Source: an optimization exercise on an open RTL-to-GDS flow (aim: small area, a short achievable clock period and few clock cycles). Production flows keep margins and buffers that such runs may drop.
Power is estimated from default activity; no workload was simulated.

==> inputs of branch harbor <==
## sloth_round_engine
module sloth_round_engine #(
    parameter W = 128
) (
    input  wire         clk,
    input  wire         rst,
    input  wire         start,
    input  wire         mode,
    input  wire [31:0]  rounds,
    input  wire [W-1:0] p,
    input  wire [W-1:0] x,
    output wire         ready,
    output reg          done,
    output wire [W-1:0] y,
    output reg          xr
);
clock: 14.0 ns
lec_check: 0
cap_margin: 20
core_margin: 2
core_utilization: 40
slew_margin: 20
run.sh (not shown) runs the stock make flow with config.mk's settings and CLKGATE_MAP_FILE= SYNTH_SCRIPT=/design/flow/synth_recipe.tcl, a recipe that flattens the netlist after the stock synthesis.
==> branch delta (differences from branch harbor) <==
==> flow/design.v (replaced) <==
module sloth_modmul #(
    parameter W = 128,
    parameter K = 3
) (
    input  wire [W+1:0] ss,
    input  wire [W+1:0] sc,
    input  wire [K-1:0] a,
    input  wire [W:0]   b,
    input  wire [W-1:0] p,
    output wire [W+1:0] ss_o,
    output wire [W+1:0] sc_o
);
    function [K-1:0] qbits;
        input [K-1:0] s0, c0, b0, p0, av;
        integer jj;
        reg [K-1:0] t;
        begin
            t = s0 + c0;
            for (jj = 0; jj < K; jj = jj + 1) begin
                t = t + (av[jj] ? b0 : {K{1'b0}});
                qbits[jj] = t[0];
                t = (t + (t[0] ? p0 : {K{1'b0}})) >> 1;
            end
        end
    endfunction
    wire [K-1:0] q = qbits(ss[K-1:0], sc[K-1:0], b[K-1:0], p[K-1:0], a);
    wire [W+1:0] s_s [0:K];
    wire [W+1:0] s_c [0:K];
    assign s_s[0] = ss;
    assign s_c[0] = sc;
    genvar j;
    generate
        for (j = 0; j < K; j = j + 1) begin : g_step
            wire [W+2:0] x1 = {1'b0, s_s[j]};
            wire [W+2:0] x2 = {1'b0, s_c[j]};
            wire [W+2:0] x3 = {2'b0, b & {(W+1){a[j]}}};
            wire [W+2:0] u  = x1 ^ x2 ^ x3;
            wire [W+2:0] v  = {(x1 & x2) | (x1 & x3) | (x2 & x3), 1'b0};
            wire [W+2:0] y3 = {3'b0, p & {W{q[j]}}};
            wire [W+2:0] s2 = u ^ v ^ y3;
            wire [W+2:0] c2 = (u & v) | (u & y3) | (v & y3);
            assign s_s[j+1] = s2[W+2:1];
            assign s_c[j+1] = c2[W+1:0];
        end
    endgenerate
    assign ss_o = s_s[K];
    assign sc_o = s_c[K];
endmodule
module sloth_round_engine #(
    parameter W = 128
) (
    input  wire         clk,
    input  wire         rst,
    input  wire         start,
    input  wire         mode,
    input  wire [31:0]  rounds,
    input  wire [W-1:0] p,
    input  wire [W-1:0] x,
    output wire         ready,
    output reg          done,
    output wire [W-1:0] y,
    output reg          xr
);
    localparam K   = 3;
    localparam NIT = (W + K - 1) / K;    
    localparam NR  = NIT * K;
    localparam S_IDLE  = 4'd0;
    localparam S_INIT  = 4'd1;    
    localparam S_INIT2 = 4'd2;    
    localparam S_ROUND = 4'd3;    
    localparam S_R2    = 4'd4;    
    localparam S_R3    = 4'd5;    
    localparam S_DBL   = 4'd6;    
    localparam S_MM    = 4'd7;    
    localparam S_CONV  = 4'd8;    
    localparam S_XLD   = 4'd9;    
    localparam S_DMX1  = 4'd10;   
    localparam S_DMX2  = 4'd11;   
    localparam OP_SQ   = 3'd0;
    localparam OP_MUL  = 3'd1;
    localparam OP_FMUL = 3'd2;
    localparam OP_OUT  = 3'd3;
    localparam OP_RED  = 3'd4;
    localparam OP_DSQ  = 3'd5;
    reg [3:0]    state, nst;
    reg          rdy;
    reg          mode_r;
    reg [31:0]   rc;
    reg [W-1:0]  P;
    reg [W-1:0]  X;
    reg [W:0]    A;
    reg [W:0]    B;
    reg [W+1:0]  Ss, Sc;
    reg [7:0]    bl_r;        
    reg [7:0]    n_r;         
    reg [6:0]    nit_r;       
    reg [6:0]    mm_cnt;      
    reg [8:0]    dbl_cnt;
    reg [6:0]    i_r;         
    reg [2:0]    op;
    reg          ph;          
    reg          big_r;       
    reg          e_r;         
    reg          f_mm, f_ux, f_uh, f_u2x, f_ub, f_sub;
    assign ready = rdy;
    assign y     = X;
    function [7:0] bitlen;
        input [W-1:0] v;
        integer k;
        begin
            bitlen = 8'd0;
            for (k = 0; k < W; k = k + 1)
                if (v[k]) bitlen = k + 1;
        end
    endfunction
    wire [7:0] nit_calc = (bl_r + 8'd2 + K - 1) / K;
    wire [7:0] n_calc   = nit_calc * K;
    wire [W-1:0] m_th;    
    genvar g;
    generate
        for (g = 0; g < W; g = g + 1) begin : g_th
            assign m_th[g] = (g < bl_r[7:1]);
        end
    endgenerate
    wire [W-3:0] pk = P[W-1:2];
    wire e_bit = pk[i_r];
    wire [W+1:0] ss_n, sc_n;
    sloth_modmul #(.W(W), .K(K)) u_mm (
        .ss   (Ss),
        .sc   (Sc),
        .a    (A[K-1:0]),
        .b    (B),
        .p    (P),
        .ss_o (ss_n),
        .sc_o (sc_n)
    );
    wire [W:0]   u   = ({(W+1){f_ux}}  & {1'b0, X})
                     | ({(W+1){f_uh}}  & {2'b0, X[W-1:1]})
                     | ({(W+1){f_u2x}} & {X, 1'b0})
                     | ({(W+1){f_ub}}  & B);
    wire [W+1:0] np  = {(W+2){f_sub}} & ~{2'b00, P};
    wire [W+1:0] op1 = Ss | {1'b0, u};
    wire [W+1:0] op2 = Sc | np;
    wire [W+2:0] sum = {1'b0, op1} + {1'b0, op2} + {{(W+2){1'b0}}, f_sub};
    wire         ge  = sum[W+2];
    wire [W-1:0] red = ge ? sum[W-1:0] : u[W-1:0];
    wire [W:0] one = {{W{1'b0}}, 1'b1};
    always @(*) begin
        nst = state;
        case (state)
        S_IDLE:  if (start) nst = S_INIT;
        S_INIT:  nst = (rc == 32'd0) ? S_IDLE : S_INIT2;
        S_INIT2: nst = S_ROUND;
        S_ROUND: nst = S_R2;
        S_R2:    nst = S_R3;
        S_R3:    nst = big_r ? S_MM : S_DBL;
        S_DBL:   if (dbl_cnt == 9'd0 && (!mode_r || ph)) nst = S_MM;
        S_MM:    if (mm_cnt == 7'd1) nst = S_CONV;
        S_CONV:  nst = (op == OP_SQ || op == OP_MUL || op == OP_FMUL) ? S_MM : S_XLD;
        S_XLD:   nst = (op == OP_RED) ? S_DBL :
                       (op == OP_DSQ) ? S_DMX1 :
                       (rc == 32'd1) ? S_IDLE : S_ROUND;
        S_DMX1:  nst = S_DMX2;
        S_DMX2:  nst = (rc == 32'd1) ? S_IDLE : S_ROUND;
        default: nst = S_IDLE;
        endcase
        if (rst) nst = S_IDLE;
    end
    always @(posedge clk) begin
        state <= nst;
        f_mm  <= (nst == S_MM);
        f_ux  <= (nst == S_INIT) || (nst == S_R3) || (nst == S_DMX2);
        f_uh  <= (nst == S_R2);
        f_u2x <= (nst == S_DBL);
        f_ub  <= (nst == S_XLD);
        f_sub <= (nst == S_INIT) || (nst == S_R2) || (nst == S_R3) ||
                 (nst == S_DMX2) || (nst == S_DBL) || (nst == S_XLD);
        e_r   <= e_bit;
        Ss    <= f_mm ? ss_n : {(W+2){1'b0}};
        Sc    <= f_mm ? sc_n : {(W+2){1'b0}};
        if (state != S_MM)
            mm_cnt <= (state == S_R3 && big_r) ? NIT[6:0] : nit_r;
        else
            mm_cnt <= mm_cnt - 1'b1;
        if (state == S_MM)
            A <= A >> K;
        else if (state == S_CONV)
            A <= sum[W:0];
        else
            A <= {1'b0, X};
        if (rst) begin
            rdy  <= 1'b1;
            done <= 1'b0;
        end else begin
            done <= 1'b0;
            case (state)
            S_IDLE: begin
                if (start) begin
                    rdy    <= 1'b0;
                    mode_r <= mode;
                    P      <= p;
                    X      <= x;
                    rc     <= rounds;
                end
            end
            S_INIT: begin
                bl_r <= bitlen(P);
                xr   <= ge;
                if (rc == 32'd0) begin
                    done <= 1'b1;
                    rdy  <= 1'b1;
                end
            end
            S_INIT2: begin
                nit_r <= nit_calc[6:0];
                n_r   <= n_calc;
            end
            S_ROUND: begin
                if (!mode_r)
                    X <= X ^ m_th;
            end
            S_R2: begin
                big_r <= ge;
            end
            S_R3: begin
                ph <= 1'b0;
                if (big_r) begin
                    B       <= one;
                    op      <= OP_RED;
                    dbl_cnt <= mode_r ? NR : NR + n_r;
                end else begin
                    X       <= red;
                    dbl_cnt <= mode_r ? 9'd0 : {1'b0, n_r};
                end
            end
            S_DBL: begin
                if (dbl_cnt != 9'd0) begin
                    X       <= red;
                    dbl_cnt <= dbl_cnt - 1'b1;
                end else if (!mode_r) begin
                    if (bl_r[7:2] == 6'd0) begin
                        if (bl_r[0]) begin
                            B  <= {1'b0, X};
                            op <= OP_FMUL;
                        end else begin
                            B  <= one;
                            op <= OP_OUT;
                        end
                    end else begin
                        B   <= {1'b0, X};
                        op  <= OP_SQ;
                        i_r <= bl_r[6:0] - 7'd4;
                    end
                end else if (!ph) begin
                    B       <= {1'b0, X};
                    ph      <= 1'b1;
                    dbl_cnt <= {1'b0, n_r};
                end else begin
                    op <= OP_DSQ;
                end
            end
            S_CONV: begin
                case (op)
                OP_SQ: begin
                    if (e_r) begin
                        B  <= {1'b0, X};
                        op <= OP_MUL;
                    end else if (i_r == 7'd0) begin
                        B  <= {1'b0, X};
                        op <= OP_FMUL;
                    end else begin
                        B   <= sum[W:0];
                        i_r <= i_r - 1'b1;
                    end
                end
                OP_MUL: begin
                    if (i_r == 7'd0) begin
                        B  <= {1'b0, X};
                        op <= OP_FMUL;
                    end else begin
                        B   <= sum[W:0];
                        op  <= OP_SQ;
                        i_r <= i_r - 1'b1;
                    end
                end
                OP_FMUL: begin
                    B  <= one;
                    op <= OP_OUT;
                end
                default: begin
                    B <= sum[W:0];
                end
                endcase
            end
            S_XLD: begin
                X <= red;
                if (op != OP_RED && op != OP_DSQ) begin
                    rc <= rc - 1'b1;
                    if (rc == 32'd1) begin
                        done <= 1'b1;
                        rdy  <= 1'b1;
                    end
                end
            end
            S_DMX1: begin
                X <= X ^ m_th;
            end
            S_DMX2: begin
                X  <= red;
                rc <= rc - 1'b1;
                if (rc == 32'd1) begin
                    done <= 1'b1;
                    rdy  <= 1'b1;
                end
            end
            default: ;
            endcase
        end
    end
endmodule
==> flow/flow/run.sh (new file) <==
#!/bin/bash
# Standard layout, with the resizer asked for more setup slack than the
# period needs (same clock and constraints).
set -euo pipefail
export SETUP_SLACK_MARGIN=9
bash standard.sh > standard_flow.log 2>&1
==> flow/standard.sh (new file) <==
#!/bin/bash
# synth_recipe.tcl (not shown) runs the flow's synth.tcl, then flattens the netlist and writes it again
# the make line also repeats each setting of config.mk as NAME=value (left out here)
make -C /OpenROAD-flow-scripts/flow DESIGN_CONFIG=/design/flow/config.mk WORK_HOME=/design/flow/orfs CLKGATE_MAP_FILE= SYNTH_SCRIPT=/design/flow/synth_recipe.tcl "${@:-finish}"
removed: flow/run.sh
==> branch lagoon (differences from branch harbor) <==
--- a/flow/design.v
+++ b/flow/design.v
@@ -58,13 +58,13 @@
     input  wire [W-1:0] x,
     output wire         ready,
     output reg          done,
     output wire [W-1:0] y,
     output reg          xr
 );
-    localparam K   = 4;
+    localparam K   = 3;
     localparam NIT = (W + K - 1) / K;    
     localparam NR  = NIT * K;
     localparam S_IDLE  = 4'd0;
     localparam S_INIT  = 4'd1;    
     localparam S_INIT2 = 4'd2;    
     localparam S_ROUND = 4'd3;    
==> results.py <==
metrics = {
    "critical_path": {
        "crit_top_cell": "and2_1",
    },
    "synthesis": {
        "avgSynthCellArea_um2": 9.71,
        "synth_xor_area_share_pct": 3.35,
    },
    "power": {
        "p_seq_share_pct": 35.6,
    },
    "layout": {
        "final_core_util_pct": 45.3,
        "multi_input_area_mm2": 0.0532,
    },
    "run_status": {
        "outcome": "timing/DRC/antenna clean",
    },
    "floorplan": {
        "std_cell_rows": 165,
    },
    "route": {
        "wl_met1_um": 132000,
    },
    "min_path": {
        "hold_path.startpoint": "nit_r[6]",
    },
}
(the above is from branch harbor)
==> results.py <==
metrics = {
    "run_status": {
        "outcome": "timing/DRC/antenna clean",
    },
    "critical_path": {
        "critPathLaunch": "f_u2x",
        "crit_path_start_kind": "register",
        "crit_top_cell": "buf_4",
    },
    "synthesis": {
        "avgSynthCellArea_um2": 9.40,
        "synth_xor_area_share_pct": 3.59,
    },
    "floorplan": {
        "std_cell_rows": 160,
        "num_io_pins": 423,
    },
    "power": {
        "p_seq_share_pct": 35.6,
        "p_total_w": 0.00874,
    },
    "layout": {
        "final_core_util_pct": 46.0,
        "area_dominant_class": "multi-input combinational cells",
    },
    "min_path": {
        "hold_path.startpoint": "mm_cnt[0]",
    },
    "route": {
        "wl_met1_um": 130000,
    },
    "global_routing": {
        "met3_usage_pct": 8.67,
    },
}
(the above is from branch lagoon)
==> results.py <==
metrics = {
    "floorplan": {
        "std_cell_rows": 157,
    },
    "route": {
        "wl_met1_um": 121000,
    },
    "power": {
        "p_seq_share_pct": 28.2,
    },
    "synthesis": {
        "avgSynthCellArea_um2": 9.25,
        "synth_xor_area_share_pct": 3.73,
    },
    "run_status": {
        "outcome": "finished with violations",
        "violations": "max-capacitance violations, max-slew violations",
    },
    "timing": {
        "maxSlewViolCount": 158,
    },
    "layout": {
        "multi_input_area_mm2": 0.0529,
        "final_core_util_pct": 52.7,
    },
    "job": {
        "drv_cap": 1,
    },
}
(the above is from branch delta)
No run of this note included a check of the RTL's function; only the layout flow was run.

==> static timing again, ports no longer ideal <==
Ports are ideal in the flow. The routed layouts listed here were re-timed in OpenROAD. Step 1 assumes that a clkbuf_16 drives the clock port and a buf_2 every other input. Step 2 also shifts input and output timing later by t, the mid clock arrival at the registers, as if the neighbouring blocks saw the same clock. Slacks: no drivers / after step 1 / after step 2; pairs: no drivers / after step 1.
run | shift t [ns] | slack for setup (ns) | hold WS [ns] | worst setup path at the end | latest minus earliest clock arrival (ns)
branch harbor | 0.877 | 5.031 / 5.031 / 5.031 | 0.489 / 0.489 / 0.489 | register to register | 0.064 / 0.063
branch delta | 0.893 | 8.165 / 8.165 / 8.165 | 0.428 / 0.428 / 0.428 | register to register | 0.057 / 0.058
branch lagoon | 0.902 | 4.838 / 4.838 / 4.838 | 0.478 / 0.478 / 0.478 | register to register | 0.054 / 0.054
